Context: an optimization exercise on an open-source flow, tuned for small area and a short achievable clock period. The choices shown serve that exercise and are no tape-out recipe. Function was checked by simulation only, so behaviour that the tests miss may differ from the original. No activity file was given, so power comes from the tool's default toggle rates.

<file path="run.sh">
#!/bin/bash
# synth_recipe.tcl (not shown) runs the flow's synth.tcl, then flattens the netlist and writes it again
# the make line also repeats each setting of config.mk as NAME=value (left out here)
make -C /OpenROAD-flow-scripts/flow DESIGN_CONFIG=/design/flow/config.mk WORK_HOME=/design/flow/orfs CLKGATE_MAP_FILE= SYNTH_SCRIPT=/design/flow/synth_recipe.tcl finish
</file>
<file path="config.mk">
export PLATFORM = sky130hd
export DESIGN_NAME = xbee_rx
export DESIGN_NICKNAME = xbee_rx
export VERILOG_FILES = /design/flow/design.v
export SDC_FILE = /design/flow/constraint.sdc
export NUM_CORES = 4
export LEC_CHECK = 0
export CAP_MARGIN = 20
export CORE_MARGIN = 2
export CORE_UTILIZATION = 55
export CTS_BUF_LIST = sky130_fd_sc_hd__clkbuf_16
export CTS_CLUSTER_DIAMETER = 100
export CTS_CLUSTER_SIZE = 32
export SETUP_SLACK_MARGIN = 3.8
export SLEW_MARGIN = 20
</file>
<file path="constraint.sdc">
create_clock -name core_clock -period 6.0 [get_ports {clk}]
set_input_delay 1.2000 -clock core_clock [delete_from_list [all_inputs] [get_ports {clk}]]
set_output_delay 1.2000 -clock core_clock [all_outputs]
set_load 0.01 [all_outputs]
</file>
<file path="design.v">
module xbee_rx (
    input  wire       clk,
    input  wire       rst,         
    input  wire       wr_valid,
    input  wire [7:0] wr_data,
    input  wire       run,
    input  wire [1:0] mode,        
    input  wire       flush,
    output reg  [5:0] avail,
    output reg        out_valid,
    output reg  [1:0] out_kind,
    output reg  [7:0] out_data
);
    localparam CAP = 32;
    localparam ST_HUNT   = 3'd0;
    localparam ST_LEN_HI = 3'd1;
    localparam ST_LEN_LO = 3'd2;
    localparam ST_PAY    = 3'd3;
    localparam ST_CKS    = 3'd4;
    localparam K_PAYLOAD = 2'd0;
    localparam K_FRAME   = 2'd1;
    localparam K_BADCKS  = 2'd2;
    localparam K_SPECIAL = 2'd3;
    localparam [7:0] DELIM = 8'h7E;
    localparam [7:0] ESC   = 8'h7D;
    localparam [7:0] XON   = 8'h11;
    localparam [7:0] XOFF  = 8'h13;
    reg [7:0] sr [0:CAP-1];    
    reg [1:0] ctl_mode;
    reg [5:0] nav;          
    reg [3:0] gc;           
    reg       nz;           
    reg       mpar;         
    wire [5:0] cnt = ~nav;
    wire mode_change = (mode != ctl_mode);
    wire step        = run && mpar && !mode_change && !flush && nz;
    wire full        = cnt[5];
    integer i;
    always @(posedge clk) begin
        if (wr_valid) begin
            sr[0] <= wr_data;
            for (i = 1; i < CAP; i = i + 1)
                sr[i] <= sr[i-1];
        end
    end
    function [7:0] place;
        input [4:0] a;
        place = sr[(a + 5'd31) % 32];
    endfunction
    wire [3:0] ta1 [0:15];
    wire [3:0] ta2 [0:7];
    wire [3:0] ta3 [0:3];
    wire [3:0] ta4 [0:1];
    wire [3:0] tb1 [0:15];
    wire [3:0] tb2 [0:7];
    wire [3:0] tb3 [0:3];
    wire [3:0] tb4 [0:1];
    genvar g;
    generate
        for (g = 0; g < 16; g = g + 1) begin : g_1
            wire [4:0] ka0 = ~(2*g),   ka1 = ~(2*g+1);
            wire [4:0] cb0 = 2*g,      cb1 = 2*g+1;
            wire [4:0] kb0, kb1;
            assign kb0[4] = ~cb0[4];
            assign kb0[3] = cb0[3] ^ kb0[4];
            assign kb0[2] = cb0[2] ^ kb0[3];
            assign kb0[1] = cb0[1] ^ kb0[2];
            assign kb0[0] = cb0[0] ^ kb0[1];
            assign kb1[4] = ~cb1[4];
            assign kb1[3] = cb1[3] ^ kb1[4];
            assign kb1[2] = cb1[2] ^ kb1[3];
            assign kb1[1] = cb1[1] ^ kb1[2];
            assign kb1[0] = cb1[0] ^ kb1[1];
            wire [7:0] pa0 = place(ka0), pa1 = place(ka1);
            wire [7:0] pb0 = place(kb0), pb1 = place(kb1);
            assign ta1[g] = nav[0] ? pa1[3:0] : pa0[3:0];
            assign tb1[g] = gc[0]  ? pb1[7:4] : pb0[7:4];
        end
        for (g = 0; g < 8; g = g + 1) begin : g_2
            assign ta2[g] = nav[1] ? ta1[2*g+1] : ta1[2*g];
            assign tb2[g] = gc[1]  ? tb1[2*g+1] : tb1[2*g];
        end
        for (g = 0; g < 4; g = g + 1) begin : g_3
            assign ta3[g] = nav[2] ? ta2[2*g+1] : ta2[2*g];
            assign tb3[g] = gc[2]  ? tb2[2*g+1] : tb2[2*g];
        end
        for (g = 0; g < 2; g = g + 1) begin : g_4
            assign ta4[g] = nav[3] ? ta3[2*g+1] : ta3[2*g];
            assign tb4[g] = gc[3]  ? tb3[2*g+1] : tb3[2*g];
        end
    endgenerate
    wire [7:0] b_rd = {nav[4] ? tb4[1] : tb4[0], nav[4] ? ta4[1] : ta4[0]};
    reg       ev_step;      
    reg [7:0] ev_b;
    wire [5:0] c_m1 = cnt - 6'd1;
    wire [5:0] c_p1 = cnt + 6'd1;
    wire [5:0] c_fl = {5'd0, wr_valid};
    wire dec = !flush && step && !wr_valid;
    wire inc = !flush && !step && wr_valid && !full;
    function [3:0] gray4;
        input [5:0] c;
        gray4 = c[3:0] ^ c[4:1];
    endfunction
    wire [3:0] g_m1 = gray4(c_m1);
    wire [3:0] g_p1 = gray4(c_p1);
    wire [3:0] g_fl = {3'd0, wr_valid};
    wire [5:0] c_nx = flush ? c_fl : dec ? c_m1 : inc ? c_p1 : cnt;
    wire [3:0] g_nx = flush ? g_fl : dec ? g_m1 : inc ? g_p1 : gc;
    wire       z_nx = flush ? wr_valid : dec ? (cnt != 6'd1) : inc ? 1'b1 : nz;
    always @(posedge clk) begin
        ev_b <= b_rd;
        if (rst) begin
            avail    <= 6'd0;
            nav      <= 6'h3F;
            gc       <= 4'd0;
            nz       <= 1'b0;
            ctl_mode <= 2'd0;
            mpar     <= 1'b0;
            ev_step  <= 1'b0;
        end else begin
            ctl_mode <= mode;
            mpar     <= (mode == 2'd1) || (mode == 2'd2);
            ev_step  <= step;
            avail    <= c_nx;
            nav      <= ~c_nx;
            gc       <= g_nx;
            nz       <= z_nx;
        end
    end
    reg  [2:0]  state;
    reg         esc;
    reg  [15:0] rem;      
    reg  [7:0]  sum;
    wire [7:0] b = ev_b;
    wire [7:0] v = {b[7:6], b[5] ^ esc, b[4:0]};
    wire [7:0] sum_v = sum + v;
    reg  [2:0]  n_state;
    reg         n_esc;
    reg  [15:0] n_rem;
    reg  [7:0]  n_sum;
    reg         n_item;
    reg  [1:0]  n_kind;
    reg  [7:0]  n_data;
    reg         deliver;
    always @(*) begin
        n_state = state;
        n_esc   = esc;
        n_rem   = rem;
        n_sum   = sum;
        n_item  = 1'b0;
        n_kind  = K_PAYLOAD;
        n_data  = v;
        deliver = 1'b0;
        if (state == ST_HUNT) begin
            if (b == DELIM) begin
                n_state = ST_LEN_HI;
                n_esc   = 1'b0;
            end
        end else if (!ctl_mode[1]) begin
            deliver = 1'b1;
        end else if (esc) begin
            n_esc   = 1'b0;
            deliver = 1'b1;
        end else if (b == ESC) begin
            n_esc = 1'b1;
        end else if (b == DELIM) begin
            n_item  = 1'b1;
            n_kind  = K_SPECIAL;
            n_state = ST_LEN_HI;
        end else if (b == XON || b == XOFF) begin
            n_item  = 1'b1;
            n_kind  = K_SPECIAL;
            n_state = ST_HUNT;
        end else begin
            deliver = 1'b1;
        end
        if (deliver) begin
            case (state)
                ST_LEN_HI: begin
                    n_rem[15:8] = v;
                    n_state     = ST_LEN_LO;
                end
                ST_LEN_LO: begin
                    n_rem[7:0] = v;
                    n_sum      = 8'h00;
                    n_state    = ({rem[15:8], v} != 16'h0000) ? ST_PAY : ST_CKS;
                end
                ST_PAY: begin
                    n_item = 1'b1;
                    n_kind = K_PAYLOAD;
                    n_sum  = sum_v;
                    n_rem  = rem - 16'd1;
                    if (rem == 16'd1)
                        n_state = ST_CKS;
                end
                default: begin  
                    n_item = 1'b1;
                    n_kind = (sum_v == 8'hFF) ? K_FRAME : K_BADCKS;
                    n_data = ~sum;
                    n_state = ST_HUNT;
                end
            endcase
        end
    end
    always @(posedge clk) begin
        if (rst) begin
            state     <= ST_HUNT;
            esc       <= 1'b0;
            out_valid <= 1'b0;
        end else begin
            if (mode_change) begin
                state <= ST_HUNT;
                esc   <= 1'b0;
            end else if (ev_step) begin
                state <= n_state;
                esc   <= n_esc;
            end
            out_valid <= ev_step && n_item;
        end
        if (ev_step) begin
            rem <= n_rem;
            sum <= n_sum;
        end
        out_kind <= n_kind;
        out_data <= n_data;
    end
endmodule
</file>
==> notes.md, run 1 <==
Finish
The share of the core filled with cells is between 60 and 70%. Once layout is complete, the cells apart from fillers number ~1.1k. The count of antenna diodes in the layout is 0. From synthesis to final layout, the design area changed by 10.8%.

In the final design database the tool counted just under 800 nets. In the final layout, the share of cells above drive strength 1 is about a quarter.

Run status
The run finished with no timing, DRC or antenna violations.

STA
Setup repair after global routing could not meet its margin everywhere. The final critical-path required period is 2210 ps. The worst slew margin relative to its limit is 35.6%. The final number of max-transition violations is 0. The clock tree skew after final layout is between 20 and 25 ps. The highest attainable clock frequency is between 0.4 and 0.5 GHz. The share of the clock period used by the worst path is 36.8%. The post-route worst setup slack is about 3800 ps. The actual transition at the worst max-transition pin is ~970 ps. The number of setup violations in the final report is 0. The final hold violation count is 0. The final total negative setup slack is 0 ps.

Placed design
The final weighted congestion in routability-driven placement is between 0.8 and 0.9. The detailed placement HPWL is ~14,000 µm. The worst slack after detailed placement is 2570 ps. The placed cell count is around 1.1k. The count of buffers added on input and output ports is 31.

Routing
The post-detailed-routing wire length is 23,700 µm. The number of vias after detailed routing is between 6k and 7k. The detail-routed net length per standard cell is approximately 22 µm. Once detail routing completed, the nets flagged for antenna violations numbered 0. For this block, the initial DRC count from the detailed router was around 540. The average via count per standard cell is 6.09. For this run, design rule violations remaining after detail routing come to 0. The number of detailed-routing iterations run before antenna repair is 5.

Synth
The synthesized design spends more area on one cell type than any other, namely sky130_fd_sc_hd__edfxtp_1. The warning count from the yosys run is 2. The number of distinct standard cells referenced by the synthesized netlist is 64.

The post-synthesis cell area is 13,200 µm². Sorting the synthesized cells by area gives the leading types as sky130_fd_sc_hd__edfxtp_1, sky130_fd_sc_hd__mux4_2, sky130_fd_sc_hd__dfxtp_1. The share of the synthesized area in the top cell type is between 60% and 70%. For this run, asynchronously set or reset flops after synthesis account for 0%. The number of flops mapped to enable cells by yosys is 280. The number of nets in the synthesized netlist is 756. Synthesis inferred about 320 register bits. In the post-synthesis netlist, the cell with the most instances is sky130_fd_sc_hd__edfxtp_1.

The cell count after synthesis came out at 728. The average instance in the mapped netlist occupies roughly 18 µm². The most used flip-flop cell after synthesis is sky130_fd_sc_hd__edfxtp_1. The fraction of the yosys area taken by sequential cells is 70.5%. By count the netlist is led by sky130_fd_sc_hd__edfxtp_1, sky130_fd_sc_hd__mux4_2, sky130_fd_sc_hd__dfxtp_1.

GRT
The via count of the first global-routing pass is between 6k and 7k. The met3 track demand over resource in global routing is around 2.6%. The wire length of the first global-routing pass is 38,000 µm.

For this run, global-route usage on met1 was measured as 28.5%. After global routing the overflow that remains totals 0. The largest net degree at the start of global routing is 90. The initial antenna violation count came to 0.

The routing layer with the top usage in global route is met2. The total track usage is a little under a fifth. The met2 capacity usage during global routing is about 30%.

Worst setup path
The launching element type of the critical path is a flop. The type of destination of the critical path is a flop. The arrival time reported for the critical path endpoint is roughly 2700 ps. The peak fanout along the critical path is 3.

The worst setup path category is reg2reg. The required time of the worst setup path is between 6000 and 7000 ps.

Die
In this run the vertical extent of the chip is 159 µm. The core region is 23,500 µm². The width of the die is approximately 160 µm. The initial utilization of the core area, before any placement, comes to 56.1%. After floorplanning, the core was divided into 56 placement rows. The floorplan die area is around 25,000 µm². The count of pins on the block boundary is 32.

Clock network
For this design, the sink count on the clock tree is 324. At the later pin of the worst-skew pair, clock insertion delay measures between 400 and 500 ps. The clock transition time at the flip-flop clock pins of the worst setup and hold paths is approximately 120 ps. The number of buffers between clock root and the deepest sink is 3. The clock root buffer is sky130_fd_sc_hd__clkbuf_16.

Buffers inserted to repair hold after CTS numbered 0. The CTS tree is built. In this run the number of H-tree levels came out at 1.

In this run, CTS created clock tree buffers numbering 14.

Flow run
Max-cap violations in this run came to 0.

Pwr
The worst-case IR drop observed on VDD is approximately 0.00024 V. The power density of the placed cells is between 200 and 300 nW/µm². Summed over all cells, the static leakage comes to 4.95 nW.

Worst hold path
The class of the most critical hold timing path is reg2reg.
## cell usage in the layout, fill, tap and decap left out, types with 4 or more instances in the layout
cell,count
sky130_fd_sc_hd__edfxtp_1,280
sky130_fd_sc_hd__mux4_2,78
sky130_fd_sc_hd__nor2_1,33
sky130_fd_sc_hd__nand2_1,29
sky130_fd_sc_hd__dfxtp_1,25
sky130_fd_sc_hd__a21oi_1,24
sky130_fd_sc_hd__xnor2_1,18
sky130_fd_sc_hd__dfxtp_2,17
sky130_fd_sc_hd__clkbuf_16,17
sky130_fd_sc_hd__inv_1,16
sky130_fd_sc_hd__o21ai_1,16
sky130_fd_sc_hd__xor2_1,15
sky130_fd_sc_hd__buf_4,15
sky130_fd_sc_hd__nor3_1,12
sky130_fd_sc_hd__buf_2,12
sky130_fd_sc_hd__ha_1,10
sky130_fd_sc_hd__buf_6,10
sky130_fd_sc_hd__and3_1,9
sky130_fd_sc_hd__or3_1,8
sky130_fd_sc_hd__mux2_2,8
sky130_fd_sc_hd__clkdlybuf4s50_1,8
sky130_fd_sc_hd__nand2b_1,7
sky130_fd_sc_hd__nand4_1,6
sky130_fd_sc_hd__nand3_1,5
sky130_fd_sc_hd__o21ai_0,5
sky130_fd_sc_hd__nand2_2,4
sky130_fd_sc_hd__buf_12,4
## worst max-delay path: stages (launching register included)
cell,delay (ps)
sky130_fd_sc_hd__edfxtp_1,410
sky130_fd_sc_hd__ha_2,200
sky130_fd_sc_hd__fa_2,340
sky130_fd_sc_hd__a211o_1,280
sky130_fd_sc_hd__a31o_1,230
sky130_fd_sc_hd__a21oi_2,200
sky130_fd_sc_hd__xor2_2,220
sky130_fd_sc_hd__nand2b_1,150
sky130_fd_sc_hd__a2bb2oi_2,120
## routing by layer
metal	up-vias	wire length, µm
met5	-	0
met3	28	1120
li1	2969	-
met4	0	313
met1	3481	11100
met2	180	11200
## power breakdown
| part | leakage (nW) | internal, mW | switching, mW |
|---|---|---|---|
| sequential | 3.07 | 2.58 | 0.0711 |
| clock | 0.238 | 0.473 | 0.663 |
| combinational | 1.63 | 0.182 | 0.160 |
## sequential cells by signal, summed over array words and instances (netlist names), 4 cells and up
signal    count
avail         6
ev_b          8
gc            4
nav           6
out_data      8
rem          16
sr          256
sum           8
## what timing repair did
action,4_1_cts,5_1_grt
pin swaps,13,20
gates resized for setup,120,35
gates cloned,1,2
setup buffers,9,6
setup endpoints to repair,222,36
## kinds of logic (layout without fill, tap and decap cells)
group	Yosys count	count (layout)	share of synthesized area [%]
buffers and inverters	44	90	1.82
muxes	90	90	14.6
DFF	324	324	70.5
xor gates and xnor gates	38	38	2.53
AOI/OAI and AO/OA	79	79	3.72
and+or+nand+nor	139	139	5.49
adders and majority gates	14	14	1.37
## final cells by class
type	count	area (µm²)
clock inverters	9	65.1
well taps	319	399
multi-input cells	360	3830
inverters	11	41.3
clock buffers	15	375
flip-flops and latches	324	9320
fillers	1726	8870
repair buffers	55	573
## through the flow
| step | total power, mW | area, µm² | hold WS, ps |
|---|---|---|---|
| 3_3_place_gp | 3.00 | 13800 | 424 |
| 3_5_place_dp | 3.02 | 13800 | 430 |
| 2_1_floorplan | 2.89 | 13200 | 417 |
| 6_report | 4.13 | 14600 | 433 |
| 4_1_cts | 4.16 | 14400 | 441 |
| 5_1_grt | 4.29 | 14600 | 453 |
## final timing paths
check / cells past startpoint / from / slack [ps] / endpoint
worst max-delay path: 8 / sum[0] / 3790 / out_kind[1]
worst max register to register: 8 / sum[0] / 3790 / out_kind[1]
worst min register to register: 0 / sr[30][0] / 430 / sr[31][0]
worst min-delay path: 0 / sr[30][0] / 430 / sr[31][0]
==> run 2, diff against run 1 <==
--- a/design.v
+++ b/design.v
@@ -133,7 +133,6 @@
     reg  [7:0]  sum;
     wire [7:0] b = ev_b;
     wire [7:0] v = {b[7:6], b[5] ^ esc, b[4:0]};
-    wire [7:0] sum_v = sum + v;
     reg  [2:0]  n_state;
     reg         n_esc;
     reg  [15:0] n_rem;
@@ -188,14 +187,14 @@
                 ST_PAY: begin
                     n_item = 1'b1;
                     n_kind = K_PAYLOAD;
-                    n_sum  = sum_v;
+                    n_sum  = sum + v;
                     n_rem  = rem - 16'd1;
                     if (rem == 16'd1)
                         n_state = ST_CKS;
                 end
                 default: begin  
                     n_item = 1'b1;
-                    n_kind = (sum_v == 8'hFF) ? K_FRAME : K_BADCKS;
+                    n_kind = (v == ~sum) ? K_FRAME : K_BADCKS;
                     n_data = ~sum;
                     n_state = ST_HUNT;
                 end
==> run 2 against run 1 <==
  * Setup slack worse by 46 ps
  * Total power is 0.99% higher
  * Largest cell class unchanged
  * Via count is 1.4% lower
  * Clock skew is 3.7 ps lower
  * Synthesized area is 0.30% lower
  * Register-to-register slack worse by 50 ps
  * Combinational power is 8.5% higher
==> notes.md, run 2 <==
Die
The number of rows created at floorplan is 56 (unchanged). The core area is 23,500 µm² (unchanged). The floorplan die height was 159 µm (about the same). The floorplan die area is 25,100 µm² (was 25,200 µm²). The count of pins on the block boundary is 32 (unchanged).

The initial cell density of the core is 56.0% (was 56.1%). The width of the die is 159 µm (about the same).

Worst setup path
The slowest stage cell on the critical path is sky130_fd_sc_hd__or4_4 (was sky130_fd_sc_hd__edfxtp_1). The required time of the worst setup path was 6400 ps (was 6450 ps). The worst setup path category is in2reg (was reg2reg). The worst reg2reg path startpoint was rem[2] (was sum[0]).

The critical path buffer and inverter count is 2 (was 0). The arrival time reported for the critical path endpoint came to 2660 ps (about the same). The worst-case reg-to-reg path depth was 6 (was 8). The reg-to-reg critical path endpoint is rem[13] (was out_kind[1]).

The peak fanout along the critical path was 5 (was 3). CP Cell Sequence: buf_8 -> xor2_4 -> buf_6 -> or4_4 -> nand2_4 -> o221ai_2 -> xor2_1 -> and2_1 (was ha_2 -> fa_2 -> a211o_1 -> a31o_1 -> a21oi_2 -> xor2_2 -> nand2b_1 -> a2bb2oi_2). The launching element type of the critical path is an input pin (was flop). The type of destination of the critical path is a flop (unchanged). The setup slack on the worst flop-to-flop path is 3740 ps (was 3790 ps).

The family with the most delay on the worst path is simple AND/OR/NAND/NOR gates (was compound AO/OA/AOI/OAI gates). The delay of the slowest cell on the worst path is 520 ps (was 410 ps).

Finish
The fill cell instance count of the final layout was 1,650 (was 1,726). The number of nets in the final layout is 803 (was 794). Largest registers: sr (256), rem (16) (unchanged). The growth of design area from synthesis to finish is 12.0% (was 10.8%).

The register name with the most flops is sr (unchanged). The final design area excluding fillers was 14,700 µm² (was 14,600 µm²). The ratio of cells with drive above 1 in the final layout is 27.5% (was 25.7%).

The most common cell after layout, fill and taps aside is sky130_fd_sc_hd__edfxtp_1 (unchanged). The number of flip-flops under the largest register name is 256 (unchanged). The number of cells in the finished layout apart from fillers was 1,103 (was 1,093). Commonest cells after routing, fill and taps aside: sky130_fd_sc_hd__edfxtp_1, sky130_fd_sc_hd__mux4_2, sky130_fd_sc_hd__nor2_1 (unchanged).

Synth
The synthesized flop and latch total came to 324 (unchanged). The warning count from the yosys run is 2 (unchanged). The most frequent cell after synthesis was sky130_fd_sc_hd__edfxtp_1 (unchanged). The number of distinct standard cells referenced by the synthesized netlist is 55 (was 64). The number of nets produced by synthesis came to 761 (was 756). The post-synthesis cell area is 13,100 µm² (was 13,200 µm²). The share of the synthesized area in the top cell type is 64.0% (was 63.8%).

Top post-synthesis cells by area: sky130_fd_sc_hd__edfxtp_1, sky130_fd_sc_hd__mux4_2, sky130_fd_sc_hd__dfxtp_1 (unchanged). The number of standard cells after synthesis is 733 (was 728). Top cell types by occurrence after synthesis: sky130_fd_sc_hd__edfxtp_1, sky130_fd_sc_hd__mux4_2, sky130_fd_sc_hd__dfxtp_1 (unchanged). The fraction of the yosys area taken by sequential cells is 70.7% (was 70.5%). The dominant synthesized flop cell is sky130_fd_sc_hd__edfxtp_1 (unchanged).

The largest area contributor in the netlist was sky130_fd_sc_hd__edfxtp_1 (unchanged). The share of synthesized registers carrying an async set or reset is 0% (unchanged). The number of flops mapped to enable cells by yosys is 280 (unchanged).

The mean instance size in the synthesized netlist came to 17.9 µm² (was 18.1 µm²).

STA
The final number of max-transition violations is 0 (unchanged). The clock tree skew after final layout came to 19.6 ps (was 23.4 ps). The final hold violation count is 0 (unchanged). The final total negative setup slack is 0 ps (unchanged).

The worst slew margin relative to its limit is 30.1% (was 35.6%). The number of setup violations in the final report is 0 (unchanged). The actual transition at the worst max-transition pin was 1050 ps (was 965 ps). The post-route worst setup slack is 3740 ps (was 3790 ps). The share of the clock period used by the worst path is 37.6% (was 36.8%). The highest attainable clock frequency is 0.443 GHz (was 0.453 GHz). Setup repair after global routing missed its margin: true (unchanged).

The worst hold margin was 444 ps (was 433 ps). The final critical-path required period was 2260 ps (was 2210 ps).

Routing
The starting DRC count in detailed routing is 723 (was 543). The post-detailed-routing wire length came to 23,300 µm (was 23,700 µm). The number of detailed-routing iterations run before antenna repair was 5 (unchanged). The detail-routed net length per standard cell was 21.1 µm (was 21.7 µm).

The number of vias after detailed routing is 6,563 (was 6,658). The average via count per standard cell came to 5.95 (was 6.09). The number of remaining DRC errors was 0 (unchanged). The number of routed nets with antenna violations is 0 (unchanged).

Run status
Result of the run: timing/DRC/antenna clean (unchanged).

Clock network
The number of sinks driven by the clock tree was 324 (unchanged). The clock transition time at the flip-flop clock pins of the worst setup and hold paths came to 110 ps (was 120 ps). The clock root buffer was sky130_fd_sc_hd__clkbuf_16 (unchanged).

The H-tree depth is 1 (unchanged). The CTS tree is built (unchanged). The clock latency on the worst-skew pair is 510 ps (was 490 ps). The CTS buffer count is 14 (unchanged). The number of buffers between clock root and the deepest sink is 3 (unchanged).

GRT
The initial antenna violation count is 0 (unchanged). The via count of the first global-routing pass is 6,671 (was 6,820). The wire length of the first global-routing pass came to 36,200 µm (was 38,000 µm).

The global route total overflow is 0 (unchanged). The total track usage was 18.6% (was 18.8%). The largest net degree at the start of global routing is 183 (was 90).

Worst hold path
The worst hold path cell count came to 0 (unchanged). The class of the most critical hold timing path is reg2reg (unchanged). The launch point of the worst hold path is sr[22][2] (was sr[30][0]).

The worst hold path endpoint was sr[23][2] (was sr[31][0]).

Placed design
The placed cell count was 1,054 (was 1,051). The total of buffers placed on input and output ports is 31 (unchanged). The detailed placement HPWL came to 13,600 µm (was 14,400 µm).

The worst slack after detailed placement is 2610 ps (was 2570 ps). The final weighted congestion in routability-driven placement is 0.807 (was 0.841). The cell area after placement is 13,800 µm² (about the same).

Pwr
The maximum ir drop on the vdd rail was 0.000261 V (was 0.000237 V). The power density of the placed cells is 284 nW/µm² (was 283 nW/µm²). The static power due to leakage is 4.96 nW (was 4.95 nW).

Flow run
The max-cap check violation count came to 0 (unchanged).
-- run 2: cell count changes in the layout (fill, tap and decap cells not counted), moves of 4 or more --
| cell | delta |
|---|---|
| sky130_fd_sc_hd__dfxtp_1 | +4 |
| sky130_fd_sc_hd__or3_1 | -4 |
| sky130_fd_sc_hd__o21ai_1 | -12 |
| sky130_fd_sc_hd__buf_4 | +4 |
| sky130_fd_sc_hd__nand3_1 | +5 |
| sky130_fd_sc_hd__and3_1 | -5 |
| sky130_fd_sc_hd__o21ai_0 | +13 |
| sky130_fd_sc_hd__nand2b_1 | -4 |
| sky130_fd_sc_hd__nand2_2 | -4 |
-- run 2: layout make-up --
| cell class | count | area (µm²) | area share, % |
|---|---|---|---|
| sequential | 324 | 9310 | 63.3 |
| multi-input combinational | 360 | 3820 | 26.0 |
| timing repair buffer | 62 | 693 | 4.71 |
| tap | 319 | 399 | 2.71 |
| clock buffer | 15 | 375 | 2.55 |
| clock inverter | 9 | 56.3 | 0.383 |
| inverter | 13 | 48.8 | 0.332 |
| antenna | 1 | 2.50 | 0.0170 |
-- run 2: how the worst max path moves through the flow --
| stage | start | to | slack [ps] | depth (start not counted) |
|---|---|---|---|---|
| 2_1_floorplan | mode[1] | avail[2] | 3400 | 7 |
| 3_3_place_gp | mode[1] | avail[2] | 2640 | 7 |
| 3_5_place_dp | mode[1] | avail[2] | 2610 | 7 |
| 4_1_cts | rem[2] | rem[13] | 3730 | 6 |
| 5_1_grt | rem[2] | rem[15] | 3670 | 6 |
| 6_report | mode[0] | avail[2] | 3740 | 8 |
-- run 2: repair_timing --
action / 4_1_cts / 5_1_grt
buffers inserted: 13 / 7
resized for setup: 125 / 42
hold buffers: 0 / 0
pin swaps: 12 / 19
gates cloned: 2 / 2
endpoints found under the setup margin: 268 / 68
-- run 2: layer usage --
metal  up-vias  share of wire (%)  global-route usage [%]
li1       2991                  -                       -
met1      3403                 46                    27.2
met2       135                 48                    30.2
met3        34                3.3                    2.48
met4         0                2.0                    4.68
met5         -                  0                       0
-- run 2: per-stage QoR --
step | total power [mW] | utilization [%]
floorplan | 2.92 | -
global placement | 3.05 | 58.7
detailed placement | 3.06 | 58.7
CTS | 4.20 | 61.4
global route | 4.32 | 62.6
finish | 4.17 | 62.7
-- run 2: power by group --
group	internal, mW	total, mW	switching (mW)
logic	0.199	0.371	0.173
clock network	0.472	1.14	0.663
registers	2.59	2.66	0.0765
total	3.26	4.17	0.912
-- run 2: logic make-up after synthesis --
logic type / Yosys count / share of synthesized area (%)
flip-flops: 324 / 70.7
AND/OR/NAND/NOR: 142 / 5.84
multiplexers: 89 / 14.5
AO/OA/AOI/OAI: 81 / 3.65
buffers and inverters: 49 / 1.69
XOR/XNOR: 35 / 2.33
adder cells (fa/ha/maj): 13 / 1.30
==> run 3, diff against run 2 <==
--- a/config.mk
+++ b/config.mk
@@ -5,11 +5,11 @@
 export SDC_FILE = /design/flow/constraint.sdc
 export NUM_CORES = 4
 export LEC_CHECK = 0
-export CAP_MARGIN = 20
+export CAP_MARGIN = 5
 export CORE_MARGIN = 2
 export CORE_UTILIZATION = 55
 export CTS_BUF_LIST = sky130_fd_sc_hd__clkbuf_16
 export CTS_CLUSTER_DIAMETER = 100
 export CTS_CLUSTER_SIZE = 32
 export SETUP_SLACK_MARGIN = 3.8
-export SLEW_MARGIN = 20
+export SLEW_MARGIN = 5
==> run 3 against run 2 <==
  * Routed wire length did not move
  * Sequential cell count stayed put
  * Synthesized area did not move
  * Via count unchanged
  * Critical endpoint unchanged
  * Final cell count is the same
  * First-iteration DRC count stayed put
  * Die area is the same
  * Fmax unchanged
  * Combinational power about the same
==> notes.md, run 3 <==
STA
Setup repair after global routing missed its margin: true (unchanged). The actual transition at the worst max-transition pin is 1050 ps (unchanged). The final number of max-transition violations is 0 (unchanged). The share of the clock period used by the worst path came to 37.6% (unchanged). The final total negative setup slack is 0 ps (unchanged). The post-route worst setup slack is 3740 ps (unchanged). The worst slew margin relative to its limit is 30.1% (unchanged). The final hold violation count is 0 (unchanged). The clock tree skew after final layout is 19.6 ps (unchanged). The worst hold margin was 444 ps (unchanged). The final critical-path required period is 2260 ps (unchanged). The highest attainable clock frequency came to 0.443 GHz (unchanged). The number of setup violations in the final report is 0 (unchanged).

Finish
Commonest cells after routing, fill and taps aside: sky130_fd_sc_hd__edfxtp_1, sky130_fd_sc_hd__mux4_2, sky130_fd_sc_hd__nor2_1 (unchanged). The fill cell instance count of the final layout came to 1,650 (unchanged). The number of flip-flops under the largest register name is 256 (unchanged).

The number of nets in the final layout is 803 (unchanged). The share of the core filled with cells is 62.7% (unchanged). The final design area excluding fillers is 14,700 µm² (unchanged).

The growth of design area from synthesis to finish is 12.0% (unchanged). The register name with the most flops is sr (unchanged). The most common cell after layout, fill and taps aside is sky130_fd_sc_hd__edfxtp_1 (unchanged). Largest registers: sr (256), rem (16) (unchanged).

The ratio of cells with drive above 1 in the final layout is 27.5% (unchanged).

Pwr
The maximum ir drop on the vdd rail came to 0.000261 V (unchanged). The static power due to leakage is 4.96 nW (unchanged). The power dissipated by switching net loads is 912 µW (unchanged). The switching portion of total power came to 21.9% (unchanged).

The combinational fraction of design power came to 8.9% (about the same). The share of power burned in the clock network is 27.2% (about the same). The power share of the sequential group was 63.9% (about the same). The internal power came to 3.26 mW (unchanged). The power density of the placed cells is 284 nW/µm² (unchanged).

Die
The floorplan die area is 25,100 µm² (unchanged). The initial cell density of the core is 56.0% (unchanged). The number of rows created at floorplan is 56 (unchanged).

The floorplan die height was 159 µm (unchanged). The core area is 23,500 µm² (unchanged). The width of the die is 159 µm (unchanged). The count of pins on the block boundary is 32 (unchanged).

Run status
Result of the run: timing/DRC/antenna clean (unchanged).

Synth
The most frequent cell after synthesis is sky130_fd_sc_hd__edfxtp_1 (unchanged). Top post-synthesis cells by area: sky130_fd_sc_hd__edfxtp_1, sky130_fd_sc_hd__mux4_2, sky130_fd_sc_hd__dfxtp_1 (unchanged). The dominant synthesized flop cell was sky130_fd_sc_hd__edfxtp_1 (unchanged). The synthesized flop and latch total is 324 (unchanged). The number of standard cells after synthesis is 733 (unchanged). The largest area contributor in the netlist is sky130_fd_sc_hd__edfxtp_1 (unchanged). The number of flops mapped to enable cells by yosys was 280 (unchanged). The post-synthesis cell area is 13,100 µm² (unchanged). The warning count from the yosys run is 2 (unchanged). The number of distinct standard cells referenced by the synthesized netlist came to 55 (unchanged).

Top cell types by occurrence after synthesis: sky130_fd_sc_hd__edfxtp_1, sky130_fd_sc_hd__mux4_2, sky130_fd_sc_hd__dfxtp_1 (unchanged). The number of nets produced by synthesis is 761 (unchanged). The mean instance size in the synthesized netlist is 17.9 µm² (unchanged). The share of the synthesized area in the top cell type is 64.0% (unchanged). The share of synthesized registers carrying an async set or reset is 0% (unchanged). The fraction of the yosys area taken by sequential cells is 70.7% (unchanged).

Clock network
The clock latency on the worst-skew pair is 510 ps (about the same). The H-tree depth is 1 (unchanged). The number of buffers between clock root and the deepest sink is 3 (unchanged). The number of sinks driven by the clock tree came to 324 (unchanged). The clock root buffer is sky130_fd_sc_hd__clkbuf_16 (unchanged).

The hold-fix buffer count after cts is 0 (unchanged). The clock transition time at the flip-flop clock pins of the worst setup and hold paths is 110 ps (about the same). The CTS tree was built (unchanged).

The CTS buffer count is 14 (unchanged).

Placed design
The worst slack after detailed placement was 2610 ps (unchanged). The cell area after placement came to 13,800 µm² (unchanged). The total of buffers placed on input and output ports was 31 (unchanged). The detailed placement HPWL is 13,600 µm (unchanged). The final weighted congestion in routability-driven placement came to 0.807 (unchanged).

Routing
The post-detailed-routing wire length was 23,300 µm (unchanged). The number of routed nets with antenna violations came to 0 (unchanged). The average via count per standard cell is 5.95 (unchanged). The number of remaining DRC errors was 0 (unchanged). The detail-routed net length per standard cell was 21.1 µm (unchanged). The starting DRC count in detailed routing came to 723 (unchanged). The number of vias after detailed routing was 6,563 (unchanged). The number of detailed-routing iterations run before antenna repair was 5 (unchanged).

GRT
The global route total overflow is 0 (unchanged). The wire length of the first global-routing pass is 36,200 µm (unchanged). The largest net degree at the start of global routing is 183 (unchanged). The initial antenna violation count is 0 (unchanged). The total track usage was 18.6% (unchanged). The via count of the first global-routing pass came to 6,671 (unchanged).

Worst setup path
The arrival time reported for the critical path endpoint is 2660 ps (about the same). The worst setup path category is in2reg (unchanged). The required time of the worst setup path is 6400 ps (about the same).

The launching element type of the critical path is an input pin (unchanged). The type of destination of the critical path was a flop (unchanged). The peak fanout along the critical path is 5 (unchanged).

Worst hold path
The class of the most critical hold timing path is reg2reg (unchanged).

Flow run
The max-cap check violation count was 0 (unchanged).
## run 3: cell counts after synthesis
Identical to the previous run, type by type.
## run 3: timing repair
action                                  4_1_cts  5_1_grt
pin swaps                                    12       19
endpoints found under the setup margin      268       68
gates resized for setup                     125       42
setup buffers                                13        7
gates cloned                                  2        2
## run 3: path summary, 6_finish.rpt
check	end	depth (start not counted)	start	slack, ps
worst min-delay path	sr[23][2]	0	sr[22][2]	440
worst max register to register	rem[13]	6	rem[2]	3740
worst min register to register	sr[23][2]	0	sr[22][2]	440
worst max-delay path	avail[2]	8	mode[0]	3740
## run 3: stage by stage
stage	cells	total power, mW
3_3_place_gp	1054	3.05
5_1_grt	1102	4.32
6_report	1103	4.17
4_1_cts	1093	4.20
3_5_place_dp	1054	3.06
2_1_floorplan	733	2.92
## run 3: metal layers
layer  global-route usage [%]  wire length, µm  vias to the layer above
li1                         -                -                     2991
met1                     27.2            10800                     3403
met2                     30.2            11200                      135
met3                     2.48              775                       34
met4                     4.68              475                        0
met5                        0                0                        -
## run 3: final cells by class
cell class | instances | area (µm²) | area share [%]
clock inverters | 9 | 56.3 | 0.383
multi-input cells | 360 | 3820 | 26.0
well taps | 319 | 399 | 2.71
clock buffers | 15 | 375 | 2.55
diodes | 1 | 2.50 | 0.0170
inverters | 13 | 48.8 | 0.332
repair buffers | 62 | 693 | 4.71
flip-flops and latches | 324 | 9310 | 63.3
## run 3: power groups by stage
| stage | sequential, mW | combinational (mW) | clock (mW) |
|---|---|---|---|
| 2_1_floorplan | 2.68 | 0.238 | 0 |
| 3_3_place_gp | 2.70 | 0.342 | 0 |
| 3_5_place_dp | 2.71 | 0.348 | 0 |
| 4_1_cts | 2.66 | 0.357 | 1.18 |
| 5_1_grt | 2.68 | 0.404 | 1.23 |
| 6_report | 2.66 | 0.371 | 1.14 |
## run 3: worst max-delay path, stage by stage
cell and delay (ps):
sky130_fd_sc_hd__buf_8 110, sky130_fd_sc_hd__xor2_4 160, sky130_fd_sc_hd__buf_6 140, sky130_fd_sc_hd__or4_4 520, sky130_fd_sc_hd__nand2_4 120, sky130_fd_sc_hd__o221ai_2 100
sky130_fd_sc_hd__xor2_1 160, sky130_fd_sc_hd__and2_1 140
## run 3: logic make-up after synthesis
group | share of synthesized area, %
buf+inv | 1.69
mux | 14.5
compound gates | 3.65
xor+xnor | 2.33
fa+ha+maj | 1.30
flops | 70.7
simple gates | 5.84
==> run 4, diff against run 3 <==
--- a/design.v
+++ b/design.v
@@ -133,6 +133,7 @@
     reg  [7:0]  sum;
     wire [7:0] b = ev_b;
     wire [7:0] v = {b[7:6], b[5] ^ esc, b[4:0]};
+    wire [7:0] sum_v = sum + v;
     reg  [2:0]  n_state;
     reg         n_esc;
     reg  [15:0] n_rem;
@@ -187,14 +188,14 @@
                 ST_PAY: begin
                     n_item = 1'b1;
                     n_kind = K_PAYLOAD;
-                    n_sum  = sum + v;
+                    n_sum  = sum_v;
                     n_rem  = rem - 16'd1;
                     if (rem == 16'd1)
                         n_state = ST_CKS;
                 end
                 default: begin  
                     n_item = 1'b1;
-                    n_kind = (v == ~sum) ? K_FRAME : K_BADCKS;
+                    n_kind = (sum_v == 8'hFF) ? K_FRAME : K_BADCKS;
                     n_data = ~sum;
                     n_state = ST_HUNT;
                 end
==> config.mk (replaced) <==
export PLATFORM = sky130hd
export DESIGN_NAME = xbee_rx
export DESIGN_NICKNAME = xbee_rx
export VERILOG_FILES = /design/flow/design.v
export SDC_FILE = /design/flow/constraint.sdc
export NUM_CORES = 4
export LEC_CHECK = 0
export CAP_MARGIN = 20
export CORE_MARGIN = 2
export CORE_UTILIZATION = 70
export CTS_BUF_LIST = sky130_fd_sc_hd__clkbuf_16
export CTS_CLUSTER_DIAMETER = 80
export CTS_CLUSTER_SIZE = 28
export SETUP_SLACK_MARGIN = 3.8
export SLEW_MARGIN = 20
==> run 4 against run 3 <==
  * Still clean on timing, DRC and antenna
  * Die area is 21% lower
  * Sequential share of layout area increased by 0.87 points
  * Routed wire length fell by 1.2%
==> notes.md, run 4 <==
Synth
The dominant synthesized flop cell is sky130_fd_sc_hd__edfxtp_1 (unchanged). The share of synthesized registers carrying an async set or reset is 0% (unchanged). The post-synthesis cell area was 13,200 µm² (was 13,100 µm²). The most frequent cell after synthesis is sky130_fd_sc_hd__edfxtp_1 (unchanged).

The fraction of the yosys area taken by sequential cells is 70.5% (was 70.7%). The number of standard cells after synthesis is 728 (was 733). The synthesized flop and latch total was 324 (unchanged). Top post-synthesis cells by area: sky130_fd_sc_hd__edfxtp_1, sky130_fd_sc_hd__mux4_2, sky130_fd_sc_hd__dfxtp_1 (unchanged). The number of flops mapped to enable cells by yosys is 280 (unchanged). The share of the synthesized area in the top cell type is 63.8% (was 64.0%). Top cell types by occurrence after synthesis: sky130_fd_sc_hd__edfxtp_1, sky130_fd_sc_hd__mux4_2, sky130_fd_sc_hd__dfxtp_1 (unchanged). The warning count from the yosys run was 2 (unchanged). The mean instance size in the synthesized netlist is 18.1 µm² (was 17.9 µm²).

The number of distinct standard cells referenced by the synthesized netlist is 64 (was 55). The largest area contributor in the netlist is sky130_fd_sc_hd__edfxtp_1 (unchanged). The number of nets produced by synthesis was 756 (was 761).

Die
The floorplan die area is 19,900 µm² (was 25,100 µm²). The count of pins on the block boundary is 32 (unchanged). The width of the die came to 141 µm (was 159 µm). The floorplan die height is 141 µm (was 159 µm). The initial cell density of the core is 70.9% (was 56.0%). The core area is 18,600 µm² (was 23,500 µm²). The number of rows created at floorplan is 50 (was 56).

Worst setup path
The reg-to-reg critical path endpoint is out_kind[1] (was rem[13]). The critical path launch point was flush (was mode[0]). The worst reg2reg path startpoint is sum[0] (was rem[2]).

The required time of the worst setup path came to 6400 ps (about the same). The arrival time reported for the critical path endpoint is 2650 ps (was 2660 ps). The worst-case reg-to-reg path depth came to 8 (was 6). The launching element type of the critical path is an input pin (unchanged). The setup slack on the worst flop-to-flop path is 3800 ps (was 3740 ps). The worst setup path category is in2reg (unchanged). The type of destination of the critical path was a flop (unchanged). The peak fanout along the critical path is 7 (was 5).

Routing
The number of remaining DRC errors came to 0 (unchanged). The post-detailed-routing wire length came to 23,000 µm (was 23,300 µm). The starting DRC count in detailed routing came to 543 (was 723). The number of vias after detailed routing is 6,662 (was 6,563).

The average via count per standard cell is 6.56 (was 5.95). The number of routed nets with antenna violations was 0 (unchanged). The number of detailed-routing iterations run before antenna repair came to 5 (unchanged).

The detail-routed net length per standard cell is 22.6 µm (was 21.1 µm).

Placed design
The total of buffers placed on input and output ports is 31 (unchanged). The cell area after placement is 13,700 µm² (was 13,800 µm²). The worst slack after detailed placement came to 2570 ps (was 2610 ps). The detailed placement HPWL came to 13,700 µm (was 13,600 µm).

The placed cell count is 965 (was 1,054). The final weighted congestion in routability-driven placement is 0.836 (was 0.807).

Finish
The ratio of cells with drive above 1 in the final layout was 26.1% (was 27.5%). The growth of design area from synthesis to finish is 10.1% (was 12.0%). The number of nets in the final layout came to 799 (was 803).

Commonest cells after routing, fill and taps aside: sky130_fd_sc_hd__edfxtp_1, sky130_fd_sc_hd__mux4_2, sky130_fd_sc_hd__nand2_1, sky130_fd_sc_hd__nor2_1, sky130_fd_sc_hd__dfxtp_1 (was sky130_fd_sc_hd__edfxtp_1, sky130_fd_sc_hd__mux4_2, sky130_fd_sc_hd__nor2_1). The most common cell after layout, fill and taps aside is sky130_fd_sc_hd__edfxtp_1 (unchanged). The number of cells in the finished layout apart from fillers came to 1,015 (was 1,103). The sequential cell area is 9310 µm² (about the same).

The area of the multi-input gates is 3850 µm² (was 3820 µm²). The number of flip-flops under the largest register name was 256 (unchanged). Largest registers: sr (256), rem (16) (unchanged). The final design area excluding fillers is 14,500 µm² (was 14,700 µm²). The fill cell instance count of the final layout is 1,001 (was 1,650).

The register name with the most flops is sr (unchanged). The count of antenna diodes in the layout is 0 (was 1).

Pwr
The power density of the placed cells is 289 nW/µm² (was 284 nW/µm²). The switching portion of total power came to 21.4% (was 21.9%). The share of power burned in the clock network came to 28.5% (was 27.2%). The power share of the sequential group is 63.3% (was 63.9%).

The maximum ir drop on the vdd rail is 0.000280 V (was 0.000261 V). The power dissipated by switching net loads is 897 µW (was 912 µW). The overall power was 4.19 mW (was 4.17 mW). The combinational fraction of design power came to 8.2% (was 8.9%). The internal power is 3.30 mW (was 3.26 mW).

The static power due to leakage is 4.96 nW (about the same).

Clock network
The number of buffers between clock root and the deepest sink is 3 (unchanged). The CTS tree is built (unchanged). The number of sinks driven by the clock tree came to 324 (unchanged). The clock transition time at the flip-flop clock pins of the worst setup and hold paths was 110 ps (about the same).

The clock root buffer is sky130_fd_sc_hd__clkbuf_16 (unchanged). The clock latency on the worst-skew pair was 510 ps (about the same). The H-tree depth is 1 (unchanged). The CTS buffer count is 16 (was 14).

STA
The share of the clock period used by the worst path was 37.5% (was 37.6%). The final number of max-transition violations is 0 (unchanged). The post-route worst setup slack is 3750 ps (was 3740 ps).

The worst slew margin relative to its limit is 30.2% (was 30.1%). The final hold violation count is 0 (unchanged). Setup repair after global routing missed its margin: true (unchanged). The final critical-path required period is 2250 ps (was 2260 ps). The final total negative setup slack was 0 ps (unchanged).

The highest attainable clock frequency is 0.445 GHz (was 0.443 GHz). The clock tree skew after final layout was 24.7 ps (was 19.6 ps). The actual transition at the worst max-transition pin is 1050 ps (about the same). The number of setup violations in the final report came to 0 (unchanged).

GRT
The wire length of the first global-routing pass is 35,600 µm (was 36,200 µm). The total track usage is 23.0% (was 18.6%). The initial antenna violation count is 0 (unchanged). The via count of the first global-routing pass is 6,708 (was 6,671). The largest net degree at the start of global routing is 182 (was 183).

The global route total overflow is 0 (unchanged).

Worst hold path
The worst hold path endpoint is sr[29][0] (was sr[23][2]). The worst hold path cell count is 0 (unchanged). The launch point of the worst hold path is sr[28][0] (was sr[22][2]). The class of the most critical hold timing path is reg2reg (unchanged).

Flow run
The max-cap check violation count came to 0 (unchanged).

Run status
Result of the run: timing/DRC/antenna clean (unchanged).
-- run 4: changes by cell type in the layout (fill, tap and decap cells not counted), sizes merged, moves of 5 or more --
cell and change:
and3 +5, nand3 -6, a21oi -7, nand2 +6
nor2b -5, nor3 -5
-- run 4: worst max-delay path, stage by stage --
cell and delay [ps]:
sky130_fd_sc_hd__buf_12 110, sky130_fd_sc_hd__nand4b_1 230, sky130_fd_sc_hd__and4b_2 400, sky130_fd_sc_hd__nand4_1 100, sky130_fd_sc_hd__o21ai_1 120, sky130_fd_sc_hd__xor2_1 90, sky130_fd_sc_hd__or3_1 390
-- run 4: layer usage --
layer	routed length, µm	part of all wire (%)	global-route usage (%)
met1	9850	43	33.7
met2	11400	50	37.4
met3	1100	4.8	3.09
met4	617	2.7	6.63
met5	0	0	0
-- run 4: stage by stage --
| step | hold slack (ps) | util, % |
|---|---|---|
| after global placement | 427 | 73.6 |
| after floorplan | 417 | - |
| after detailed placement | 429 | 73.6 |
| final | 438 | 78.1 |
| after global routing | 442 | 78.1 |
| after CTS | 440 | 76.9 |
-- run 4: worst max-delay path by stage --
| stage | end | slack [ps] | cells past startpoint |
|---|---|---|---|
| finish | nav[3] | 3750 | 7 |
| floorplan | nav[3] | 3560 | 7 |
| global route | out_kind[1] | 3660 | 8 |
| global placement | nav[3] | 2630 | 7 |
| detailed placement | nav[3] | 2570 | 7 |
| CTS | nav[3] | 3750 | 7 |
-- run 4: timing repair --
action | in CTS | in global routing
cloned | 0 | 1
pin swaps | 9 | 11
endpoints found under the setup margin | 243 | 215
setup buffers | 12 | 9
gates resized for setup | 113 | 32
hold buffers | 0 | 0
-- run 4: area by class of cell --
type / instances / area share, %
inverters: 11 / 0.285
clock buffers: 17 / 2.93
well taps: 234 / 2.02
clock inverters: 11 / 0.500
flip-flops and latches: 324 / 64.2
repair buffers: 58 / 3.59
multi-input cells: 360 / 26.5
-- run 4: logic make-up (layout without fill, tap and decap cells) --
family / count (synthesis) / count (layout) / share of synthesized area (%)
compound gates: 79 / 79 / 3.72
xor+xnor: 38 / 38 / 2.53
fa+ha+maj: 14 / 14 / 1.37
buf+inv: 44 / 97 / 1.82
flops: 324 / 324 / 70.5
mux: 90 / 90 / 14.6
simple gates: 139 / 139 / 5.49
-- run 4: power by group through the flow --
stage,sequential [mW],clock [mW],combinational [mW]
floorplan,2.67,0,0.217
global placement,2.69,0,0.302
detailed placement,2.70,0,0.311
CTS,2.65,1.24,0.323
global route,2.67,1.29,0.372
finish,2.65,1.20,0.344
==> run 5, diff against run 4 <==
--- a/config.mk
+++ b/config.mk
@@ -7,9 +7,10 @@
 export LEC_CHECK = 0
 export CAP_MARGIN = 20
 export CORE_MARGIN = 2
-export CORE_UTILIZATION = 70
+export CORE_UTILIZATION = 60
 export CTS_BUF_LIST = sky130_fd_sc_hd__clkbuf_16
 export CTS_CLUSTER_DIAMETER = 80
 export CTS_CLUSTER_SIZE = 28
-export SETUP_SLACK_MARGIN = 3.8
+export SETUP_SLACK_MARGIN = 3.85
 export SLEW_MARGIN = 20
+export TNS_END_PERCENT = 30
==> run 5 against run 4 <==
  * Utilization decreased by 11 points
  * Register-to-register slack hardly changed
  * Critical path type is now reg2reg
  * Largest power group unchanged
  * Via count shrank 0.75%
  * Still clean
  * Combinational power barely moved
  * Total power increased by 0.46%
  * Global-route usage fell by 2.7 points
  * Synthesized area stayed put
  * Critical path depth increased by 1
  * Clock power about the same
==> notes.md, run 5 <==
Pwr
The maximum ir drop on the vdd rail is 0.000234 V (was 0.000280 V). The power density of the placed cells is 289 nW/µm² (about the same). The static power due to leakage is 4.95 nW (was 4.96 nW). The overall power is 4.21 mW (was 4.19 mW).

STA
The final number of max-transition violations came to 0 (unchanged). The share of the clock period used by the worst path is 36.8% (was 37.5%). The highest attainable clock frequency is 0.452 GHz (was 0.445 GHz). The post-route worst setup slack was 3790 ps (was 3750 ps).

Setup repair after global routing missed its margin: true (unchanged). The clock tree skew after final layout was 25.2 ps (was 24.7 ps). The worst hold margin was 444 ps (was 438 ps). The final critical-path required period came to 2210 ps (was 2250 ps). The number of setup violations in the final report was 0 (unchanged).

The actual transition at the worst max-transition pin is 980 ps (was 1050 ps). The final total negative setup slack was 0 ps (unchanged). The worst slew margin relative to its limit is 34.6% (was 30.2%). The final hold violation count is 0 (unchanged).

Die
The number of rows created at floorplan came to 54 (was 50). The width of the die is 152 µm (was 141 µm). The floorplan die area was 23,200 µm² (was 19,900 µm²). The floorplan die height came to 152 µm (was 141 µm). The core area is 21,700 µm² (was 18,600 µm²). The count of pins on the block boundary was 32 (unchanged). The initial cell density of the core is 60.7% (was 70.9%).

Flow run
The max-cap check violation count was 0 (unchanged).

Routing
The number of routed nets with antenna violations came to 0 (unchanged). The number of detailed-routing iterations run before antenna repair is 5 (unchanged). The detail-routed net length per standard cell is 22.0 µm (was 22.6 µm). The number of vias after detailed routing is 6,612 (was 6,662). The post-detailed-routing wire length was 23,200 µm (was 23,000 µm). The starting DRC count in detailed routing is 600 (was 543). The average via count per standard cell came to 6.27 (was 6.56). The number of remaining DRC errors is 0 (unchanged).

Worst setup path
The launching element type of the critical path was a flop (was input pin). The worst setup path category is reg2reg (was in2reg). The arrival time reported for the critical path endpoint is 2650 ps (about the same). The peak fanout along the critical path is 3 (was 7). The setup slack on the worst flop-to-flop path came to 3790 ps (was 3800 ps).

The type of destination of the critical path is a flop (unchanged). The required time of the worst setup path is 6440 ps (was 6400 ps).

Synth
The number of distinct standard cells referenced by the synthesized netlist is 64 (unchanged). The fraction of the yosys area taken by sequential cells is 70.5% (unchanged). The share of synthesized registers carrying an async set or reset was 0% (unchanged). The number of standard cells after synthesis is 728 (unchanged). The post-synthesis cell area came to 13,200 µm² (unchanged).

The mean instance size in the synthesized netlist is 18.1 µm² (unchanged). The warning count from the yosys run is 2 (unchanged). The most frequent cell after synthesis was sky130_fd_sc_hd__edfxtp_1 (unchanged).

The number of flops mapped to enable cells by yosys is 280 (unchanged). Top post-synthesis cells by area: sky130_fd_sc_hd__edfxtp_1, sky130_fd_sc_hd__mux4_2, sky130_fd_sc_hd__dfxtp_1 (unchanged). The share of the synthesized area in the top cell type is 63.8% (unchanged). The dominant synthesized flop cell is sky130_fd_sc_hd__edfxtp_1 (unchanged). Top cell types by occurrence after synthesis: sky130_fd_sc_hd__edfxtp_1, sky130_fd_sc_hd__mux4_2, sky130_fd_sc_hd__dfxtp_1 (unchanged). The number of nets produced by synthesis is 756 (unchanged). The largest area contributor in the netlist is sky130_fd_sc_hd__edfxtp_1 (unchanged). The synthesized flop and latch total is 324 (unchanged).

Finish
Commonest cells after routing, fill and taps aside: sky130_fd_sc_hd__edfxtp_1, sky130_fd_sc_hd__mux4_2, sky130_fd_sc_hd__dfxtp_1 (was sky130_fd_sc_hd__edfxtp_1, sky130_fd_sc_hd__mux4_2, sky130_fd_sc_hd__nand2_1, sky130_fd_sc_hd__nor2_1, sky130_fd_sc_hd__dfxtp_1). The final design area excluding fillers is 14,600 µm² (was 14,500 µm²). The number of nets in the final layout is 795 (was 799).

The number of flip-flops under the largest register name came to 256 (unchanged). The growth of design area from synthesis to finish is 10.7% (was 10.1%). The ratio of cells with drive above 1 in the final layout came to 24.8% (was 26.1%). The count of antenna diodes in the layout is 0 (unchanged). Largest registers: sr (256), rem (16) (unchanged). The register name with the most flops is sr (unchanged).

The share of the core filled with cells was 67.3% (was 78.1%). The most common cell after layout, fill and taps aside is sky130_fd_sc_hd__edfxtp_1 (unchanged). The number of cells in the finished layout apart from fillers is 1,054 (was 1,015).

GRT
The largest net degree at the start of global routing is 149 (was 182). The total track usage came to 20.3% (was 23.0%). The initial antenna violation count is 0 (unchanged). The global route total overflow was 0 (unchanged). The via count of the first global-routing pass is 6,848 (was 6,708). The wire length of the first global-routing pass is 37,500 µm (was 35,600 µm).

Clock network
The clock latency on the worst-skew pair is 520 ps (was 510 ps). The CTS buffer count is 16 (unchanged). The number of sinks driven by the clock tree is 324 (unchanged).

The hold-fix buffer count after cts was 0 (unchanged). The clock root buffer is sky130_fd_sc_hd__clkbuf_16 (unchanged). The CTS tree is built (unchanged). The clock transition time at the flip-flop clock pins of the worst setup and hold paths is 110 ps (about the same). The number of buffers between clock root and the deepest sink is 3 (unchanged). The H-tree depth is 1 (unchanged).

Placed design
The cell area after placement was 13,700 µm² (about the same). The detailed placement HPWL is 13,900 µm (was 13,700 µm). The placed cell count was 1,011 (was 965).

The final weighted congestion in routability-driven placement was 0.827 (was 0.836). The worst slack after detailed placement is 2530 ps (was 2570 ps). The total of buffers placed on input and output ports is 31 (unchanged).

Worst hold path
The class of the most critical hold timing path was reg2reg (unchanged).

Run status
Result of the run: timing/DRC/antenna clean (unchanged).
run 5: cell counts after synthesis:
No cell type changed its count.
run 5: layout make-up:
class / instances / area [µm²]
fillers: 1400 / 7100
clock buffers: 17 / 425
well taps: 280 / 350
clock inverters: 8 / 58.8
repair buffers: 54 / 569
flip-flops and latches: 324 / 9310
multi-input cells: 360 / 3830
inverters: 11 / 41.3
run 5: final timing paths:
kind                                start          end  cells after the start
worst min register to register  sr[17][0]    sr[18][0]                      0
worst min-delay path            sr[17][0]    sr[18][0]                      0
worst max register to register     sum[0]  out_kind[1]                      8
worst max-delay path               sum[0]  out_kind[1]                      8
run 5: cell families (layout without fill, tap and decap cells):
| family | after synthesis | in the layout | share of synthesized area, % |
|---|---|---|---|
| flops | 324 | 324 | 70.5 |
| simple gates | 139 | 139 | 5.49 |
| mux | 90 | 90 | 14.6 |
| compound gates | 79 | 79 | 3.72 |
| buf+inv | 44 | 90 | 1.82 |
| xor+xnor | 38 | 38 | 2.53 |
| fa+ha+maj | 14 | 14 | 1.37 |
run 5: what timing repair did:
| action | CTS | global route |
|---|---|---|
| pin swaps | 13 | 10 |
| cloned | 2 | 1 |
| resized for setup | 129 | 17 |
| setup buffers | 10 | 5 |
| setup endpoints to repair | 215 | 56 |
| endpoints found under the hold margin | 0 | 0 |
run 5: report_power, final:
| part | switching, mW | internal [mW] |
|---|---|---|
| clock | 0.687 | 0.531 |
| sequential | 0.0699 | 2.58 |
| combinational | 0.159 | 0.186 |
| total | 0.916 | 3.30 |
run 5: worst max-delay path: stages, from the launching register on:
cell and delay [ps]:
sky130_fd_sc_hd__edfxtp_1 410, sky130_fd_sc_hd__ha_2 200, sky130_fd_sc_hd__fa_2 350, sky130_fd_sc_hd__a211o_1 300
sky130_fd_sc_hd__a31o_1 220, sky130_fd_sc_hd__a21oi_2 180, sky130_fd_sc_hd__xor2_2 210, sky130_fd_sc_hd__nand2b_1 130
sky130_fd_sc_hd__a2bb2oi_1 140
run 5: metal layers:
layer	global-route usage (%)	routed length, µm	up-vias
met5	0	0	-
met4	5.74	509	0
met3	2.96	1170	43
met2	31.3	11000	182
met1	30.9	10500	3407
li1	-	-	2980
==> run 6, diff against run 5 <==
--- a/design.v
+++ b/design.v
@@ -12,11 +12,10 @@
     output reg  [7:0] out_data
 );
     localparam CAP = 32;
-    localparam ST_HUNT   = 3'd0;
-    localparam ST_LEN_HI = 3'd1;
-    localparam ST_LEN_LO = 3'd2;
-    localparam ST_PAY    = 3'd3;
-    localparam ST_CKS    = 3'd4;
+    localparam ST_HUNT   = 2'd0;
+    localparam ST_LEN_HI = 2'd1;
+    localparam ST_LEN_LO = 2'd2;
+    localparam ST_BODY   = 2'd3;    
     localparam K_PAYLOAD = 2'd0;
     localparam K_FRAME   = 2'd1;
     localparam K_BADCKS  = 2'd2;
@@ -127,14 +126,13 @@
             nz       <= z_nx;
         end
     end
-    reg  [2:0]  state;
+    reg  [1:0]  state;
     reg         esc;
     reg  [15:0] rem;      
     reg  [7:0]  sum;
     wire [7:0] b = ev_b;
     wire [7:0] v = {b[7:6], b[5] ^ esc, b[4:0]};
-    wire [7:0] sum_v = sum + v;
-    reg  [2:0]  n_state;
+    reg  [1:0]  n_state;
     reg         n_esc;
     reg  [15:0] n_rem;
     reg  [7:0]  n_sum;
@@ -183,21 +181,19 @@
                 ST_LEN_LO: begin
                     n_rem[7:0] = v;
                     n_sum      = 8'h00;
-                    n_state    = ({rem[15:8], v} != 16'h0000) ? ST_PAY : ST_CKS;
-                end
-                ST_PAY: begin
-                    n_item = 1'b1;
-                    n_kind = K_PAYLOAD;
-                    n_sum  = sum_v;
-                    n_rem  = rem - 16'd1;
-                    if (rem == 16'd1)
-                        n_state = ST_CKS;
+                    n_state    = ST_BODY;
                 end
                 default: begin  
                     n_item = 1'b1;
-                    n_kind = (sum_v == 8'hFF) ? K_FRAME : K_BADCKS;
-                    n_data = ~sum;
-                    n_state = ST_HUNT;
+                    if (rem != 16'h0000) begin
+                        n_kind = K_PAYLOAD;
+                        n_sum  = sum + v;
+                        n_rem  = rem - 16'd1;
+                    end else begin
+                        n_kind  = (v == ~sum) ? K_FRAME : K_BADCKS;
+                        n_data  = ~sum;
+                        n_state = ST_HUNT;
+                    end
                 end
             endcase
         end
==> config.mk (replaced) <==
export PLATFORM = sky130hd
export DESIGN_NAME = xbee_rx
export DESIGN_NICKNAME = xbee_rx
export VERILOG_FILES = /design/flow/design.v
export SDC_FILE = /design/flow/constraint.sdc
export NUM_CORES = 4
export LEC_CHECK = 0
export CAP_MARGIN = 20
export CORE_MARGIN = 2
export CORE_UTILIZATION = 55
export CTS_BUF_LIST = sky130_fd_sc_hd__clkbuf_16
export CTS_CLUSTER_DIAMETER = 100
export CTS_CLUSTER_SIZE = 32
export SETUP_SLACK_MARGIN = 3.8
export SLEW_MARGIN = 20
==> run 6 against run 5 <==
  * Still clean
  * Die area grew 9.3%
  * Highest routed layer unchanged
  * Cell area increased by 1.5%
  * Via count rose by 3.1%
  * Total power down 2.9%
  * Global-route usage fell by 1.2 points
==> notes.md, run 6 <==
Worst setup path
The required time of the worst setup path is 4800 ps (was 6440 ps). The worst setup path category is reg2out (was reg2reg). The reg-to-reg critical path endpoint is rem[9] (was out_kind[1]).

The worst reg2reg path startpoint is rem[12] (was sum[0]). The family with the most delay on the worst path is flip-flops (was compound AO/OA/AOI/OAI gates). The delay of the slowest cell on the worst path came to 380 ps (was 410 ps). The critical path buffer and inverter count is 1 (was 0).

The setup slack on the worst flop-to-flop path came to 3840 ps (was 3790 ps). The peak fanout along the critical path is 1 (was 3). The launching element type of the critical path is a flop (unchanged).

The arrival time reported for the critical path endpoint is 1000 ps (was 2650 ps). CP Cell Sequence: buf_6 (was ha_2 -> fa_2 -> a211o_1 -> a31o_1 -> a21oi_2 -> xor2_2 -> nand2b_1 -> a2bb2oi_1). The type of destination of the critical path was a primary output (was flop). The worst-case reg-to-reg path depth came to 4 (was 8). The slowest stage cell on the critical path is sky130_fd_sc_hd__dfxtp_4 (was sky130_fd_sc_hd__edfxtp_1).

Finish
The fill cell instance count of the final layout came to 1,727 (was 1,400). Commonest cells after routing, fill and taps aside: sky130_fd_sc_hd__edfxtp_1, sky130_fd_sc_hd__mux4_2, sky130_fd_sc_hd__mux2i_1 (was sky130_fd_sc_hd__edfxtp_1, sky130_fd_sc_hd__mux4_2, sky130_fd_sc_hd__dfxtp_1). The ratio of cells with drive above 1 in the final layout is 24.4% (was 24.8%). The growth of design area from synthesis to finish was 11.9% (was 10.7%). The register name with the most flops is sr (unchanged). The number of cells in the finished layout apart from fillers was 1,132 (was 1,054). The number of nets in the final layout is 838 (was 795). The most common cell after layout, fill and taps aside was sky130_fd_sc_hd__edfxtp_1 (unchanged). The final design area excluding fillers was 14,800 µm² (was 14,600 µm²). The number of flip-flops under the largest register name is 256 (unchanged). The count of antenna diodes in the layout is 0 (unchanged).

Placed design
The cell area after placement is 14,000 µm² (was 13,700 µm²). The total of buffers placed on input and output ports is 31 (unchanged). The placed cell count is 1,084 (was 1,011). The final weighted congestion in routability-driven placement is 0.814 (was 0.827). The detailed placement HPWL is 14,200 µm (was 13,900 µm).

STA
The final critical-path required period is 2200 ps (was 2210 ps). The actual transition at the worst max-transition pin is 878 ps (was 980 ps). The worst slew margin relative to its limit was 41.4% (was 34.6%). The number of setup violations in the final report was 0 (unchanged). The clock tree skew after final layout is 23.9 ps (was 25.2 ps). The share of the clock period used by the worst path is 36.7% (was 36.8%). The worst hold margin is 435 ps (was 444 ps).

The final total negative setup slack is 0 ps (unchanged). The final number of max-transition violations was 0 (unchanged). Setup repair after global routing missed its margin: true (unchanged).

The highest attainable clock frequency was 0.454 GHz (was 0.452 GHz).

Die
The count of pins on the block boundary is 32 (unchanged). The core area is 23,500 µm² (was 21,700 µm²). The width of the die was 159 µm (was 152 µm). The initial cell density of the core was 56.2% (was 60.7%). The floorplan die area came to 25,300 µm² (was 23,200 µm²). The number of rows created at floorplan came to 56 (was 54). The floorplan die height is 159 µm (was 152 µm).

Routing
The starting DRC count in detailed routing came to 697 (was 600). The post-detailed-routing wire length came to 24,100 µm (was 23,200 µm). The detail-routed net length per standard cell is 21.3 µm (was 22.0 µm).

The number of routed nets with antenna violations is 0 (unchanged). The number of detailed-routing iterations run before antenna repair was 5 (unchanged). The average via count per standard cell is 6.02 (was 6.27). The number of remaining DRC errors was 0 (unchanged).

The number of vias after detailed routing is 6,816 (was 6,612).

Pwr
The power share of the sequential group was 64.6% (was 62.9%). The static power due to leakage is 5.17 nW (was 4.95 nW). The overall power is 4.09 mW (was 4.21 mW). The share of power burned in the clock network is 27.7% (was 28.9%).

The internal power was 3.20 mW (was 3.30 mW). The switching portion of total power was 21.7% (about the same). The maximum ir drop on the vdd rail was 0.000220 V (was 0.000234 V).

Worst hold path
The launch point of the worst hold path is sr[1][7] (was sr[17][0]). The class of the most critical hold timing path is reg2reg (unchanged). The worst hold path endpoint was sr[2][7] (was sr[18][0]).

Synth
The share of synthesized registers carrying an async set or reset is 0% (unchanged). The dominant combinational cell family by area after synthesis is multiplexers (unchanged). Top cell types by occurrence after synthesis: sky130_fd_sc_hd__edfxtp_1, sky130_fd_sc_hd__mux4_2, sky130_fd_sc_hd__dfxtp_1 (unchanged). The mean instance size in the synthesized netlist is 17.4 µm² (was 18.1 µm²). The number of distinct standard cells referenced by the synthesized netlist is 58 (was 64).

The number of nets produced by synthesis is 789 (was 756). The number of flops mapped to enable cells by yosys is 280 (unchanged). The dominant synthesized flop cell is sky130_fd_sc_hd__edfxtp_1 (unchanged). The warning count from the yosys run came to 2 (unchanged). The most frequent cell after synthesis is sky130_fd_sc_hd__edfxtp_1 (unchanged). The largest area contributor in the netlist was sky130_fd_sc_hd__edfxtp_1 (unchanged). The number of standard cells after synthesis is 759 (was 728).

The adder and majority gate portion of the synthesized area came to 1.48% (was 1.37%). The fraction of the yosys area taken by sequential cells is 70.1% (was 70.5%). The share of the synthesized area in compound gates (AO/OA/AOI/OAI) is 4.33% (was 3.72%).

The post-synthesis share of cell area spent on xor and xnor gates is 2.18% (was 2.53%). Top post-synthesis cells by area: sky130_fd_sc_hd__edfxtp_1, sky130_fd_sc_hd__mux4_2, sky130_fd_sc_hd__dfxtp_1 (unchanged). The synthesized flop and latch total is 323 (was 324). The multiplexer fraction of the synthesized cell area is 14.3% (was 14.6%). The post-synthesis cell area was 13,200 µm² (about the same).

Clock network
The H-tree depth is 1 (unchanged). The CTS tree is built (unchanged). The number of buffers between clock root and the deepest sink came to 3 (unchanged). The clock latency on the worst-skew pair was 510 ps (was 520 ps). The CTS buffer count came to 14 (was 16). The hold-fix buffer count after cts is 0 (unchanged). The clock root buffer is sky130_fd_sc_hd__clkbuf_16 (unchanged).

GRT
The largest net degree at the start of global routing is 158 (was 149). The initial antenna violation count is 0 (unchanged). The via count of the first global-routing pass was 7,046 (was 6,848). The wire length of the first global-routing pass came to 38,800 µm (was 37,500 µm). The global route total overflow came to 0 (unchanged). The total track usage is 19.1% (was 20.3%).

Run status
Result of the run: timing/DRC/antenna clean (unchanged).

Flow run
The max-cap check violation count came to 0 (unchanged).
## run 6: changes by cell type after synthesis, sizes merged, moves of 8 or more
cell	previous run	this run
mux2	8	0
a21oi	26	9
nor2b	3	15
mux4	80	68
mux2i	2	36
inv	11	22
## run 6: cells by family (layout without fill, tap and decap cells)
logic type                 Yosys count  after routing
adders and majority gates           15             15
buffers and inverters               55            109
DFF                                323            323
xor gates and xnor gates            33             33
AOI/OAI and AO/OA                   86             86
and+or+nand+nor                    143            143
muxes                              104            104
## run 6: layer usage
layer  GRT usage (%)  vias up  wire length [µm]
li1                -     3099                 -
met1            29.4     3557             11500
met2            29.9      136             11200
met3            2.29       24               937
met4            3.97        0               402
met5               0        -                 0
## run 6: area by class of cell
cell class	count	area (µm²)	share of cell area, %
well taps	319	399	2.70
clock buffers	15	375	2.53
flip-flops and latches	323	9300	62.8
inverters	22	82.6	0.558
multi-input cells	381	3960	26.8
clock inverters	6	45.0	0.304
repair buffers	66	647	4.37
## run 6: repair_timing
action	4_1_cts	5_1_grt
pin swaps	6	11
resized for setup	123	30
setup buffers	13	9
endpoints found under the setup margin	233	47
gates cloned	4	1
## run 6: power groups by stage
| stage | clock network, mW | registers [mW] | logic (mW) |
|---|---|---|---|
| after floorplan | 0 | 2.66 | 0.199 |
| after global placement | 0 | 2.69 | 0.292 |
| after detailed placement | 0 | 2.69 | 0.296 |
| after CTS | 1.17 | 2.65 | 0.307 |
| after global routing | 1.24 | 2.66 | 0.340 |
| final | 1.13 | 2.64 | 0.311 |
## run 6: worst max path at each step
stage	start	endpoint	slack (ps)	cells after the start
after floorplan	flush	nav[2]	3450	5
after global placement	flush	nav[3]	2690	6
after detailed placement	flush	nav[3]	2620	6
after CTS	avail[0]	avail[0]	3780	1
after global routing	avail[0]	avail[0]	3770	1
final	avail[0]	avail[0]	3800	1
## run 6: through the flow
stage               setup slack [ps]  utilization (%)
finish                          3800             62.9
global route                    3770             62.9
CTS                             3780             62.2
detailed placement              2620             59.3
global placement                2690             59.3
floorplan                       3450                -
